Source: an optimization exercise on an open RTL-to-GDS flow (aim: small area, a short achievable clock period and few clock cycles). Production flows keep margins and buffers that such runs may drop.
The RTL was checked by simulation tests, not by an equivalence proof against the original design.
Power and IR drop assume default switching activity.

==> inputs of run Y <==
==> flow/design.v <==
module gf127_unit (
    input  wire         clk,
    input  wire         rst,
    input  wire         in_valid,
    output wire         in_ready,
    input  wire [1:0]   in_op,
    input  wire [126:0] in_a,
    input  wire [126:0] in_b,
    output reg          out_valid,
    output reg  [126:0] out_data,
    output reg          out_err
);
    localparam [1:0] OP_MUL  = 2'd0;
    localparam [1:0] OP_INV  = 2'd1;
    localparam [1:0] OP_ADD  = 2'd2;
    localparam [1:0] OP_MULX = 2'd3;
    localparam [1:0] S_IDLE = 2'd0;
    localparam [1:0] S_MUL  = 2'd1;
    localparam [1:0] S_INV  = 2'd2;
    localparam [127:0] POLY = {1'b1, 63'd0, 1'b1, 62'd0, 1'b1};
    function [126:0] fmulx;
        input [126:0] v;
        begin
            fmulx = {v[125:0], 1'b0};
            if (v[126])
                fmulx = fmulx ^ {63'd0, 1'b1, 62'd0, 1'b1};
        end
    endfunction
    function [126:0] reduce;
        input [252:0] r;
        reg   [125:0] hi;
        reg   [61:0]  hi2;
        begin
            hi  = r[252:127];
            hi2 = hi[125:64];
            reduce = r[126:0] ^ {1'b0, hi} ^ {hi[63:0], 63'd0}
                   ^ {65'd0, hi2} ^ {2'b0, hi2, 63'd0};
        end
    endfunction
    function [6:0] deg;
        input [127:0] p;
        integer i;
        begin
            deg = 7'd0;
            for (i = 0; i < 128; i = i + 1)
                if (p[i]) deg = i[6:0];
        end
    endfunction
    reg [1:0]   fsm;
    reg [126:0] acc, t, b;      
    reg [6:0]   cnt;
    reg [127:0] u, v;           
    reg [126:0] c, d;
    assign in_ready = (fsm == S_IDLE);
    wire accept = in_valid && in_ready;
    wire [6:0]   du   = deg(u);
    wire [6:0]   dv   = deg(v);
    wire         swap = du < dv;
    wire [127:0] uu   = swap ? v : u;
    wire [127:0] vv   = swap ? u : v;
    wire [126:0] cc   = swap ? d : c;
    wire [126:0] dd   = swap ? c : d;
    wire [6:0]   j    = (swap ? dv : du) - (swap ? du : dv);
    wire [127:0] u_n  = uu ^ (vv << j);
    wire [126:0] c_n  = cc ^ reduce({126'd0, dd} << j);
    always @(posedge clk) begin
        if (rst) begin
            fsm       <= S_IDLE;
            out_valid <= 1'b0;
            out_data  <= 127'd0;
            out_err   <= 1'b0;
        end else begin
            out_valid <= 1'b0;
            case (fsm)
                S_IDLE: begin
                    if (accept) begin
                        case (in_op)
                            OP_MUL: begin
                                acc <= 127'd0;
                                t   <= in_a;
                                b   <= in_b;
                                cnt <= 7'd0;
                                fsm <= S_MUL;
                            end
                            OP_INV: begin
                                if (in_a == 127'd0) begin
                                    out_valid <= 1'b1;
                                    out_data  <= 127'd0;
                                    out_err   <= 1'b1;
                                end else begin
                                    u   <= {1'b0, in_a};
                                    v   <= POLY;
                                    c   <= 127'd1;
                                    d   <= 127'd0;
                                    fsm <= S_INV;
                                end
                            end
                            OP_ADD: begin
                                out_valid <= 1'b1;
                                out_data  <= in_a ^ in_b;
                                out_err   <= 1'b0;
                            end
                            OP_MULX: begin
                                out_valid <= 1'b1;
                                out_data  <= fmulx(in_a);
                                out_err   <= 1'b0;
                            end
                        endcase
                    end
                end
                S_MUL: begin
                    if (b[0])
                        acc <= acc ^ t;
                    t   <= fmulx(t);
                    b   <= b >> 1;
                    cnt <= cnt + 7'd1;
                    if (cnt == 7'd126) begin
                        out_valid <= 1'b1;
                        out_data  <= b[0] ? (acc ^ t) : acc;
                        out_err   <= 1'b0;
                        fsm       <= S_IDLE;
                    end
                end
                S_INV: begin
                    if (du == 7'd0) begin
                        out_valid <= 1'b1;
                        out_data  <= c;
                        out_err   <= 1'b0;
                        fsm       <= S_IDLE;
                    end else begin
                        u <= u_n;
                        v <= vv;
                        c <= c_n;
                        d <= dd;
                    end
                end
                default: fsm <= S_IDLE;
            endcase
        end
    end
endmodule
==> flow/run.sh <==
#!/bin/bash
# synth_recipe.tcl (not shown) runs the flow's synth.tcl, then flattens the netlist and writes it again
# the make line also repeats each setting of config.mk as NAME=value (left out here)
make -C /OpenROAD-flow-scripts/flow DESIGN_CONFIG=/design/flow/config.mk WORK_HOME=/design/flow/orfs CLKGATE_MAP_FILE= SYNTH_SCRIPT=/design/flow/synth_recipe.tcl finish
==> flow/config.mk <==
export PLATFORM = sky130hd
export DESIGN_NAME = gf127_unit
export DESIGN_NICKNAME = gf127_unit
export VERILOG_FILES = /design/flow/design.v
export SDC_FILE = /design/flow/constraint.sdc
export NUM_CORES = 4
export LEC_CHECK = 0
export CAP_MARGIN = 20
export CORE_MARGIN = 2
export CORE_UTILIZATION = 30
export PLACE_DENSITY = 0.5
export SLEW_MARGIN = 20
==> flow/constraint.sdc <==
create_clock -name core_clock -period 11.0 [get_ports {clk}]
set_input_delay 2.2000 -clock core_clock [delete_from_list [all_inputs] [get_ports {clk}]]
set_output_delay 2.2000 -clock core_clock [all_outputs]
set_load 0.01 [all_outputs]
==> inputs of run K, as changes to run Y <==
==> flow/design.v, changed modules only <==
module gf127_unit (
    input  wire         clk,
    input  wire         rst,
    input  wire         in_valid,
    output wire         in_ready,
    input  wire [1:0]   in_op,
    input  wire [126:0] in_a,
    input  wire [126:0] in_b,
    output reg          out_valid,
    output wire [126:0] out_data,
    output wire         out_err
);
    localparam [1:0] OP_MUL  = 2'd0;
    localparam [1:0] OP_INV  = 2'd1;
    localparam [1:0] OP_ADD  = 2'd2;
    localparam [1:0] OP_MULX = 2'd3;
    localparam integer K    = 4;             
    localparam [6:0]   NMUL = 128 / K - 1;   
    localparam [6:0]   NINV = 256 / K - 1;
    localparam [127:0] POLY = {1'b1, 63'd0, 1'b1, 62'd0, 1'b1};
    localparam [126:0] XM126 = {62'd0, 1'b1, 62'd0, 2'b11};    
    function [126:0] fmulx;
        input [126:0] v;
        begin
            fmulx = {v[125:0], 1'b0} ^ {63'd0, v[126], 62'd0, v[126]};
        end
    endfunction
    function [126:0] fdivx;
        input [126:0] v;
        begin
            fdivx = {v[0], v[126:1]} ^ {64'd0, v[0], 62'd0};
        end
    endfunction
    function [126:0] fdivxk;
        input [126:0] v;
        integer i;
        begin
            fdivxk = v;
            for (i = 0; i < K; i = i + 1)
                fdivxk = fdivx(fdivxk);
        end
    endfunction
    reg         busy;
    reg [6:0]   cnt;
    reg         sel_u;
    reg [127:0] R, S;
    reg [126:0] U, V;
    reg [8:0]   c;               
    assign in_ready = ~busy;
    assign out_data = sel_u ? U : V;
    assign out_err  = sel_u & R[0];
    reg [127:0] r_s, s_s, s_x;
    reg [126:0] u_s, v_s, v_x;
    reg [8:0]   c_s;
    reg         g, sw;
    integer     t;
    always @* begin
        r_s = R; s_s = S; u_s = U; v_s = V; c_s = c;
        for (t = 0; t < K; t = t + 1) begin
            g   = s_s[127];
            sw  = g & r_s[127] & ~c_s[8];
            s_x = s_s ^ (g ? r_s : 128'd0);
            v_x = v_s ^ (g ? u_s : 127'd0);
            if (sw) begin
                r_s = s_s;
                u_s = v_s;
                c_s = ~c_s;
            end else begin
                c_s = c_s + 9'd1;
            end
            s_s = {s_x[126:0], 1'b0};
            v_s = fmulx(v_x);
        end
    end
    wire is_mul  = in_op == OP_MUL;
    wire is_inv  = in_op == OP_INV;
    wire is_add  = in_op == OP_ADD;
    wire is_mulx = in_op == OP_MULX;
    always @(posedge clk) begin
        if (busy) begin
            R <= r_s;
            S <= s_s;
            U <= u_s;
            V <= v_s;
            c <= c_s;
            cnt <= cnt - 7'd1;
        end else begin
            R <= is_inv ? POLY : 128'd0;
            S <= is_inv  ? {in_a, 1'b0} :
                 is_mul  ? {1'b0, in_b} :
                 is_add  ? (128'd1 << (128 - K)) :
                           (128'd1 << (129 - K));
            U <= is_inv ? 127'd0 : fdivx(in_a);
            V <= is_inv ? XM126 : is_add ? fdivxk(in_b) : 127'd0;
            c <= 9'd0;
            cnt <= is_mul ? NMUL : is_inv ? NINV : 7'd0;
            sel_u <= is_inv;
        end
        if (rst) begin
            busy      <= 1'b0;
            out_valid <= 1'b0;
        end else begin
            busy      <= busy ? (cnt != 7'd0) : in_valid;
            out_valid <= busy && (cnt == 7'd0);
        end
    end
endmodule
==> results.ini <==
[layout]
buffer_area_share_pct=8.63
clock_cell_area_share_pct=4.51

[global_routing]
grt_pass1_vias=39100
gr-usage-met2_pct=34.0

[power_and_ir_drop]
power.density_mw_per_mm2=200

[floorplanning]
die_area_mm2=0.146

[routing]
wire_per_inst_um=21.1
detail_route.vias_per_cell=5.13
met1_length_um=72400

[status]
status=timing/DRC/antenna clean

the above is filed under run K

==> results.ini <==
[status]
status=timing/DRC/antenna clean

[routing]
wire_per_inst_um=35.1
met1_length_um=185000

[global_routing]
grt_pass1_vias=67000

[power_and_ir_drop]
power.density_mw_per_mm2=159

[layout]
buffer_area_share_pct=8.47

[floorplanning]
die_area_mm2=0.265

the above is filed under run Y

Testbench counts of run Y, summed over its fixed seeds: cycles 146,315.
Testbench counts of run K, summed over its fixed seeds: cycles 56,494.

* * *

==> trial 59 <==
Another version of the RTL of gf127_unit (not shown whole).
==> flow/config.mk <==
export PLATFORM = sky130hd
export DESIGN_NAME = gf127_unit
export DESIGN_NICKNAME = gf127_unit
export VERILOG_FILES = /design/flow/design.v
export SDC_FILE = /design/flow/constraint.sdc
export NUM_CORES = 4
export LEC_CHECK = 0
export CAP_MARGIN = 20
export CORE_MARGIN = 2
export CORE_UTILIZATION = 55
export CTS_CLUSTER_SIZE = 20
export PLACE_DENSITY = 0.7
export SLEW_MARGIN = 20
==> flow/constraint.sdc <==
create_clock -name core_clock -period 11.0 [get_ports {clk}]
set_input_delay 2.2000 -clock core_clock [delete_from_list [all_inputs] [get_ports {clk}]]
set_output_delay 2.2000 -clock core_clock [all_outputs]
set_load 0.01 [all_outputs]
standard.sh (not shown) runs the stock make flow with config.mk's settings and CLKGATE_MAP_FILE= SYNTH_SCRIPT=/design/flow/synth_recipe.tcl, a recipe that flattens the netlist after the stock synthesis.
==> flow/flow/run.sh <==
#!/bin/bash
set -euo pipefail
MARGIN=7.6
bash standard.sh \
    SETUP_SLACK_MARGIN=$MARGIN \
    "BUFFER_PORTS_ARGS=-buffer_cell sky130_fd_sc_hd__buf_4" \
    finish > standard.log 2>&1
==> build 39 (differences from trial 59) <==
--- a/flow/design.v
+++ b/flow/design.v
@@ -39,25 +39,26 @@
             fdivxn = v;
             for (i = 0; i < n; i = i + 1)
                 fdivxn = fdivx(fdivxn);
         end
     endfunction
     reg         busy;
     reg [6:0]   cnt;
     reg         fin;             
-    reg         zero;            
     reg         first;           
-    reg         idle;            
+    reg         rdy;             
+    reg         oerr;
+    reg         addq, mulxq;     
     reg [127:0] R, S;
     reg [126:0] U, V;
     reg [8:0]   c;
-    assign in_ready = idle;
+    assign in_ready = rdy;
     assign out_data = V;
-    assign out_err  = zero;
+    assign out_err  = oerr;
     wire [8:0] cb = {~c[8], c[7:0]};    
     reg clem1;
     reg cle0;
     reg cle1;
     reg cge0;
     reg cge1;
     reg cge2;
     reg cge3;
@@ -92,17 +93,17 @@
     wire [8:0] cp4 = c + 9'd4;
     reg [127:0] r_s, s_s, s_x;
     reg [126:0] u_s, v_s, v_x;
     reg [K-1:0] sw, pos;
     reg         g;
     reg [8:0]   c_n;
     integer     t;
     always @* begin
-        r_s = R; s_s = S; u_s = fi ? 127'd0 : U; v_s = V | (v0 ? XM127 : 127'd0);
+        r_s = R; s_s = S; u_s = fi ? 127'd0 : U; v_s = first ? vinit : V;
         sw = {K{1'b0}}; pos = {K{1'b0}};
         for (t = 0; t < K; t = t + 1) begin
             if (t == 0)
                 pos[0] = (1'b1 & cge0);
             if (t == 1)
                 pos[1] = (~sw[0] & cge1);
             if (t == 2)
                 pos[2] = (~sw[0] & ~sw[1] & cge2) |
@@ -133,35 +134,36 @@
             (sw[0] & ~sw[1] & ~sw[2] & sw[3]): c_n = cpm2;
             (~sw[0] & sw[1] & ~sw[2] & sw[3]): c_n = cp0;
         endcase
     end
     wire fin_n  = (cnt == 7'd1) && R[127];
     wire fi     = first & R[127];
     wire szero  = S == 128'd0;
     wire v0     = fi & ~szero;
+    wire [126:0] a_rec = {R[K-1:0], S[127-K:1]};
+    wire [126:0] vinit = (addq  ? fdivxn(a_rec, K)     : 127'd0) |
+                         (mulxq ? fdivxn(a_rec, K - 1) : 127'd0) |
+                         (v0    ? XM127                : 127'd0);
     wire is_mul  = in_op == OP_MUL;
     wire is_inv  = in_op == OP_INV;
     wire is_add  = in_op == OP_ADD;
     wire is_mulx = in_op == OP_MULX;
-    wire [126:0] a_add  = fdivxn(in_a, K);
-    wire [126:0] a_mulx = fdivxn(in_a, K - 1);
     wire [126:0] b_mul  = fdivxn(in_b, 2);
     always @(posedge clk) begin
-        if (busy) begin
+        V    <= v_s;
+        oerr <= R[127] & R[0];       
+        if (!rdy) begin
             R   <= r_s;
             S   <= s_s;
             U   <= u_s;
-            V   <= v_s;
             c   <= c_n;
             cnt <= cnt - 7'd1;
             fin <= fin_n;
             first <= 1'b0;
-            if (first)
-                zero <= fi & szero;
             clem1 <= (~sw[0] & ~sw[1] & ~sw[2] & ~sw[3] & qlem5) |
             (sw[0] & ~sw[1] & ~sw[2] & ~sw[3] & qgem3) |
             (~sw[0] & sw[1] & ~sw[2] & ~sw[3] & qgem1) |
             (~sw[0] & ~sw[1] & sw[2] & ~sw[3] & qge1) |
             (~sw[0] & ~sw[1] & ~sw[2] & sw[3] & qge3) |
             (sw[0] & ~sw[1] & sw[2] & ~sw[3] & qlem1) |
             (sw[0] & ~sw[1] & ~sw[2] & sw[3] & qle1) |
             (~sw[0] & sw[1] & ~sw[2] & sw[3] & qlem1);
@@ -209,37 +211,43 @@
             (sw[0] & ~sw[1] & ~sw[2] & ~sw[3] & qle5) |
             (~sw[0] & sw[1] & ~sw[2] & ~sw[3] & qle3) |
             (~sw[0] & ~sw[1] & sw[2] & ~sw[3] & qle1) |
             (~sw[0] & ~sw[1] & ~sw[2] & sw[3] & qlem1) |
             (sw[0] & ~sw[1] & sw[2] & ~sw[3] & qge3) |
             (sw[0] & ~sw[1] & ~sw[2] & sw[3] & qge1) |
             (~sw[0] & sw[1] & ~sw[2] & sw[3] & qge3);
         end else begin
-            R <= is_inv ? POLY : 128'd0;
+            R <= is_inv ? POLY :
+                 (is_add | is_mulx) ? {124'd0, in_a[126:127-K]} : 128'd0;
             S <= {(is_inv | is_mul) ? in_a[126:127-K] :
                   is_add ? 4'd2 : 4'd0, in_a[126-K:0], 1'b0};
             U <= b_mul;
-            V <= is_add ? a_add : is_mulx ? a_mulx : 127'd0;
             c <= 9'd0;
             clem1 <= 1'b0;
             cle0 <= 1'b1;
             cle1 <= 1'b1;
             cge0 <= 1'b1;
             cge1 <= 1'b1;
             cge2 <= 1'b1;
             cge3 <= 1'b1;
             cnt <= is_mul ? NMUL : is_inv ? NINV : 7'd0;
             fin  <= is_inv && NINV == 7'd0;
-            zero <= 1'b0;
             first <= 1'b1;
+            addq  <= is_add;
+            mulxq <= is_mulx;
         end
         if (rst) begin
             busy      <= 1'b0;
-            idle      <= 1'b1;
+            rdy       <= 1'b1;
             out_valid <= 1'b0;
         end else begin
-            busy      <= busy ? (cnt != 7'd0) : in_valid;
-            idle      <= busy ? (cnt == 7'd0) : ~in_valid;
             out_valid <= busy && (cnt == 7'd0);
+            if (rdy) begin
+                busy <= in_valid;
+                rdy  <= ~in_valid | is_add | is_mulx;
+            end else begin
+                busy <= 1'b1;
+                rdy  <= cnt == 7'd1;
+            end
         end
     end
 endmodule
==> flow/flow/run.sh (replaced) <==
#!/bin/bash
set -euo pipefail
MARGIN=7.6
bash standard.sh \
    SETUP_SLACK_MARGIN=$MARGIN \
    "BUFFER_PORTS_ARGS=-buffer_cell sky130_fd_sc_hd__buf_2" \
    finish > standard.log 2>&1
Settings changed: CTS_CLUSTER_SIZE 20 to not set.
==> comparison table <==
| quantity | build 39 | trial 59 |
|---|---|---|
| Run status | timing/DRC/antenna clean | timing/DRC/antenna clean |
| Share of cells above drive strength 1 | 13.1% | 13.5% |
| CP bufs+invs | 4 | 1 |
| Post-synth cell types | 73 | 89 |
| Worst Hold Launch | busy | cnt[0] |
| GR met2 Demand/Resource | 59.1% | 60.4% |
| Top-area cell type share of the netlist area | 25.1% | 24.8% |
| Arrival time of the worst setup path | 3.98 ns | 1.19 ns |
| Uppermost layer routed | met4 | met5 |
| Worst-margin pin slew | 1.16 ns | 1.01 ns |
| Routed met2 length | 69700 µm | 72600 µm |
| Pre-CTS setup slack | 4.75 ns | 4.77 ns |
| Synthesis-stage register bit count | 539 | 537 |
| Number of ordinary inverters in the final layout | 15 | 134 |
| Maximum VDD drop | 0.132 mV | 0.226 mV |
| Overall global routing resource usage | 37.4% | 36.9% |
| Width of the die | 283 µm | 285 µm |
| Iteration-0 DRC count of the detailed router | 4682 | 4538 |
| Reg power frac | 28.9% | 18.5% |
| Summed area of non-filler cells in the final layout | 49300 µm² | 50500 µm² |
| Xor/xnor share of the synthesized area | 21.2% | 20.9% |
Testbench counts of trial 59, summed over its fixed seeds: cycles 56,494.
Testbench counts of build 39, summed over its fixed seeds: cycles 55,222.

re-timing with driven ports:
The flow's constraints put no driver on any port. The routed layouts listed below were extracted and timed again, unchanged, in two steps.
Step 1 (the two cells are an assumption about what drives the block):
set clk [get_ports {clk}]
set_driving_cell -lib_cell sky130_fd_sc_hd__clkbuf_16 $clk
set_driving_cell -lib_cell sky130_fd_sc_hd__buf_2 [delete_from_list [all_inputs] $clk]
Step 2, shift: input delay + t, output delay - t, t = (earliest + latest rising clock arrival at the registers) / 2. This alone moves slack from input paths to output paths.
Three values: ideal ports, drivers, drivers and shift; two values: the first two.
run	shift t [ns]	setup WS [ns]	worst hold slack (ns)	latest minus earliest clock arrival (ns)
run Y	0.917	0.727 / 0.727 / 0.727	0.497 / 0.497 / 0.497	0.064 / 0.064
run K	0.728	4.678 / 4.678 / 4.678	0.464 / 0.464 / 0.464	0.028 / 0.028
trial 59	0.673	7.612 / 7.546 / 7.042	0.510 / 0.510 / 0.510	0.013 / 0.013
build 39	0.696	7.530 / 7.520 / 7.530	0.432 / 0.432 / 0.432	0.023 / 0.023
After both steps setup and hold are still met in every run listed. For trial 59, which loses most, drivers alone change the setup slack by -0.066 ns; drivers and shift together by -0.570 ns.
